This design comes from an exercise in tuning for small area on the open sky130 flow, not from production work.
Function was checked by simulation only, so behaviour that the tests miss may differ from the original.
Power is estimated from default activity; no workload was simulated.

Setup of north:
## vsc
module vsc (
    input  wire        clk,
    input  wire        rst,             
    input  wire        host_wr,
    input  wire [3:0]  host_addr,       
    input  wire [31:0] host_wdata,
    output reg  [31:0] host_rdata,
    output wire        busy,
    output wire        bus_req,
    output reg  [2:0]  bus_op,          
    output wire [6:0]  bus_addr,
    output wire        bus_dir,         
    output wire [7:0]  bus_wdata,
    output wire        bus_nack,        
    input  wire        bus_rsp_valid,
    input  wire        bus_rsp_fail,    
    input  wire [7:0]  bus_rsp_data     
);
Size in the first run: about 830 cells after synthesis, about 100 I/O pins, roughly 7600 µm² of cells after synthesis.
clock: 25.0 ns
lec_check: 0
cap_margin: 20
core_margin: 2
core_utilization: 40
slew_margin: 20
standard.sh (not shown) runs the stock make flow with config.mk's settings and CLKGATE_MAP_FILE= SYNTH_SCRIPT=/design/flow/synth_recipe.tcl, a recipe that flattens the netlist after the stock synthesis.
==> flow/flow/run.sh <==
#!/bin/bash
# Own layout flow: the standard ORFS flow (standard.sh) with these changes to how the
# layout is made:
#  - synthesis is the standard flow's (synth_recipe.tcl, unchanged), except that extract_fa is skipped and
#    Yosys's abc maps the combinational logic with flow/area.abc (area-oriented) instead of
#    ORFS's script (see flow/abc_hook.tcl); the registers are the standard synthesis's;
#  - port buffers use the smallest buffer cell (buf_1) instead of buffer_ports' default pick;
#  - CTS builds the clock tree from clkbuf_8 cells and inserts no dummy loads.
# make's full output goes to standard.log in this folder; each ORFS step also keeps its own
# log under orfs/logs/.
set -euo pipefail
export BUFFER_PORTS_ARGS="-buffer_cell sky130_fd_sc_hd__buf_1"
export CTS_ARGS="-sink_clustering_enable -repair_clock_nets -dont_use_dummy_load -buf_list sky130_fd_sc_hd__clkbuf_8"
export OWN_ABC_SCRIPT="$PWD/flow/area.abc"
cat flow/abc_hook.tcl synth_recipe.tcl > own_synth.tcl
sed 's#/synth_recipe\.tcl#/own_synth.tcl#g' standard.sh > own_standard.sh
grep -q own_synth.tcl own_standard.sh
bash own_standard.sh > standard.log 2>&1
==> flow/flow/abc_hook.tcl <==
# Two changes to how the standard flow's synthesis (synth_recipe.tcl, otherwise unchanged) maps the
# combinational logic; neither touches the registers, which dfflibmap has already mapped:
#  - extract_fa is skipped, so adders are left as plain gates for abc instead of being
#    mapped to fa/ha cells;
#  - abc runs with this flow's own script (flow/area.abc, an area-oriented mapping) in
#    place of the one ORFS picks.
proc extract_fa {args} {}
proc abc {args} {
  set i [lsearch -exact $args -script]
  if {$i >= 0} { lset args [expr {$i + 1}] $::env(OWN_ABC_SCRIPT) }
  yosys abc {*}$args
}
==> flow/flow/area.abc <==
strash
dch
amap
Modified inputs, south compared to north
diff --git a/flow/design.v b/flow/design.v
--- a/flow/design.v
+++ b/flow/design.v
@@ -43,15 +43,15 @@
     reg [2:0]  st_code;
     reg [31:0] res;
     reg        res_ok;         
     reg [7:0]  cfg;
     reg [3:0]  st;
     reg        wt;             
     reg [2:0]  op;             
-    reg [1:0]  err;            
+    reg [2:0]  pcode;          
     reg [2:0]  sub;
     reg [1:0]  grp;
     reg [7:0]  byt;            
     reg [4:0]  ph;
     reg [4:0]  kreg;
     reg        tc;             
     reg        ok, nz;
@@ -166,21 +166,14 @@
     wire psub = (grp == 2'd2);
     wire pa   = (grp == 2'd0) ? 1'b0 : p0;
     wire pbb  = tap ^ psub;
     wire cpi  = ph0 ? psub : cp;
     wire sump = pa ^ pbb ^ cpi;
     wire cpo  = (pa & pbb) | (pa & cpi) | (pbb & cpi);
     wire commit = tc && ok;
-    wire [2:0] k3 = cfg[6:4];
-    wire       unmapped = is_lux && (k3 > 3'd5) && (err == 2'd0);    
-    wire [2:0] fcode = (op == 3'd0)   ? 3'd5 :
-                       (err == 2'd1)  ? 3'd1 :
-                       (err == 2'd2)  ? 3'd2 :
-                       (err == 2'd3)  ? 3'd4 :
-                       unmapped       ? 3'd3 : 3'd0;
     reg ws_in, l_in, p_in;
     always @(*) begin
         ws_in = ws0;
         l_in  = l0;
         p_in  = p0;
         if (act) begin
             case (st)
@@ -203,19 +196,20 @@
                     if (commit) begin ws_in = sumw; l_in = suml; end
                 end
                 S_COPYP: ws_in = p0;
                 S_COPYL: begin ws_in = l0; l_in = 1'b0; end
                 S_HORN:  l_in = suml;
                 S_EINIT: ws_in = !nz && (ok || ph31);
                 S_SHIFT: ws_in = tap;
-                S_CLR:   ws_in = unmapped;
+                S_CLR:   ws_in = (pcode == 3'd3);
                 default: ;
             endcase
         end
     end
+    wire [2:0] k3 = cfg[6:4];
     always @(posedge clk) begin
         ph   <= ph + 5'd1;
         ws   <= {ws_in, ws[31:1]};
         lr   <= {l_in, lr[31:1]};
         pr   <= {p_in, pr[31:1]};
         prev <= ws0;
         cw   <= cwo;
@@ -254,15 +248,15 @@
         end else begin
             if (cmd_wr)                  
                 st_ovr <= st_busy;
             if (wt && ph31) wt <= 1'b0;
             case (st)
                 S_IDLE: if (accept) begin
                     op      <= w_illegal ? 3'd0 : w_op[2:0];
-                    err     <= 2'd0;
+                    pcode   <= w_illegal ? 3'd5 : (w_op == 4'd5 && cfg[6:4] > 3'd5) ? 3'd3 : 3'd0;
                     byt     <= w_arg | ((w_op == 4'd6) ? (cfg | 8'h04) : 8'h00);
                     sub     <= 3'd0;
                     grp     <= 2'd0;
                     st_busy <= 1'b1;
                     st_done <= 1'b0;
                     wt      <= 1'b1;
                     st      <= w_illegal ? S_CLR : S_REQ;
@@ -273,50 +267,50 @@
                         st <= S_ABORT;
                     end else if (bus_op == B_READ) begin
                         byt <= bus_rsp_data;
                         sub <= sub + 3'd1;
                         st  <= S_GATH;
                     end else if (step_last) begin
                         if (is_rdch)                 st <= S_SHIFT;
-                        else if (err != 2'd0 || unmapped) st <= S_CLR;
+                        else if (pcode != 3'd0)      st <= S_CLR;
                         else if (is_lux)             st <= S_HORN;
                         else if (is_cct)             st <= S_COPYL;
                         else                         st <= S_CLR;
                     end else if (bus_op == B_STOP) begin
                         sub <= 3'd0;
                         grp <= grp + 2'd1;
                     end else begin
                         sub <= sub + 3'd1;
                     end
                 end
                 S_ABORT: if (bus_rsp_valid) begin
-                    err   <= 2'd1;
+                    pcode <= 3'd1;
                     wt    <= 1'b1;
                     st    <= S_CLR;
                 end
                 S_FIN: if (ph0) begin
                     res     <= ws;
                     res_ok  <= 1'b1;
-                    st_code <= fcode;
-                    if (is_cfgw && err == 2'd0) cfg <= byt;
+                    st_code <= pcode;
+                    if (is_cfgw && pcode == 3'd0) cfg <= byt;
                     st_busy <= 1'b0;
                     st_done <= 1'b1;
                     st      <= S_IDLE;
                 end
                 default: if (pend) begin
                     case (st)
                         S_GATH: st <= (ghi && is_cct) ? S_PADD : S_REQ;
                         S_PADD: begin
                             st <= S_REQ;
                             if (grp == 2'd1) begin
                                 if (nz) st <= ws0 ? S_LSTEP : S_NORM;   
-                                else    err <= 2'd2;
-                            end else if (grp == 2'd2 && err == 2'd0) begin
+                                else    pcode <= 3'd2;
+                            end else if (grp == 2'd2 && pcode == 3'd0) begin
                                 if (nz && !sump) st <= S_COPYP;
-                                else             err <= 2'd3;
+                                else             pcode <= 3'd4;
                             end
                         end
                         S_COPYP: st <= S_NORM;
                         S_NORM:  if (prev) st <= S_LSTEP;
                         S_LSTEP: if (tc && kreg == 5'd24) st <= S_REQ;
                         S_COPYL: st <= is_lux ? S_FIN : S_HORN;
                         S_HORN:  if (kreg == (is_lux ? {1'b0, 4'd10 + {1'b0, k3}} : 5'd30)) st <= is_lux ? S_COPYL : S_EINIT;
## What came out
Transition time at the pin with the least slew margin delta for south relative to north: 0.19 ns higher. Worst setup slack before clock tree synthesis down 0.016 ns in south wrt north. Met2 usage: south and north compared, lower one is south. The wire length of south and that of north are within noise of each other. north has a lower number of synthesized flops with an enable pin than south. Summary: with north as the reference, placed cell count in south moved up slightly. Between south and north, the sequential share of layout area figures differ only marginally. north has a higher arrival time reported for the critical path endpoint than south. Compared with north, in south global placement routability congestion rose 0.053; die area rose 0.72%; setup slack rose 0.023 ns; power fell about 3.5%. | area overhead of the layout relative to synthesis | north vs south | ≈ equal |. south finished every stage and its layout cleared the timing, DRC and antenna checks.

==> what the ideal ports hide <==
Ports are ideal in the flow. The routed layouts listed here were re-timed in OpenROAD.
Step 1 sets driving cells, clkbuf_16 on the clock port and buf_2 on the other inputs (assumed; they add their load-dependent delay and slew).
Step 2 also shifts input and output timing later by t, the mid clock arrival at the registers, as if the neighbouring blocks saw the same clock.
Three values: no drivers, after step 1, after step 2; two values: the first two.
run	t (ns)	slack for setup (ns)	clock arrival spread, ns
north	0.492	13.146 / 13.119 / 13.119	0.049 / 0.048
south	0.488	13.169 / 13.147 / 13.147	0.055 / 0.055
After both steps setup and hold are still met in every run listed. For north, which loses most, drivers alone change the setup slack by -0.027 ns; drivers and shift together by -0.027 ns.
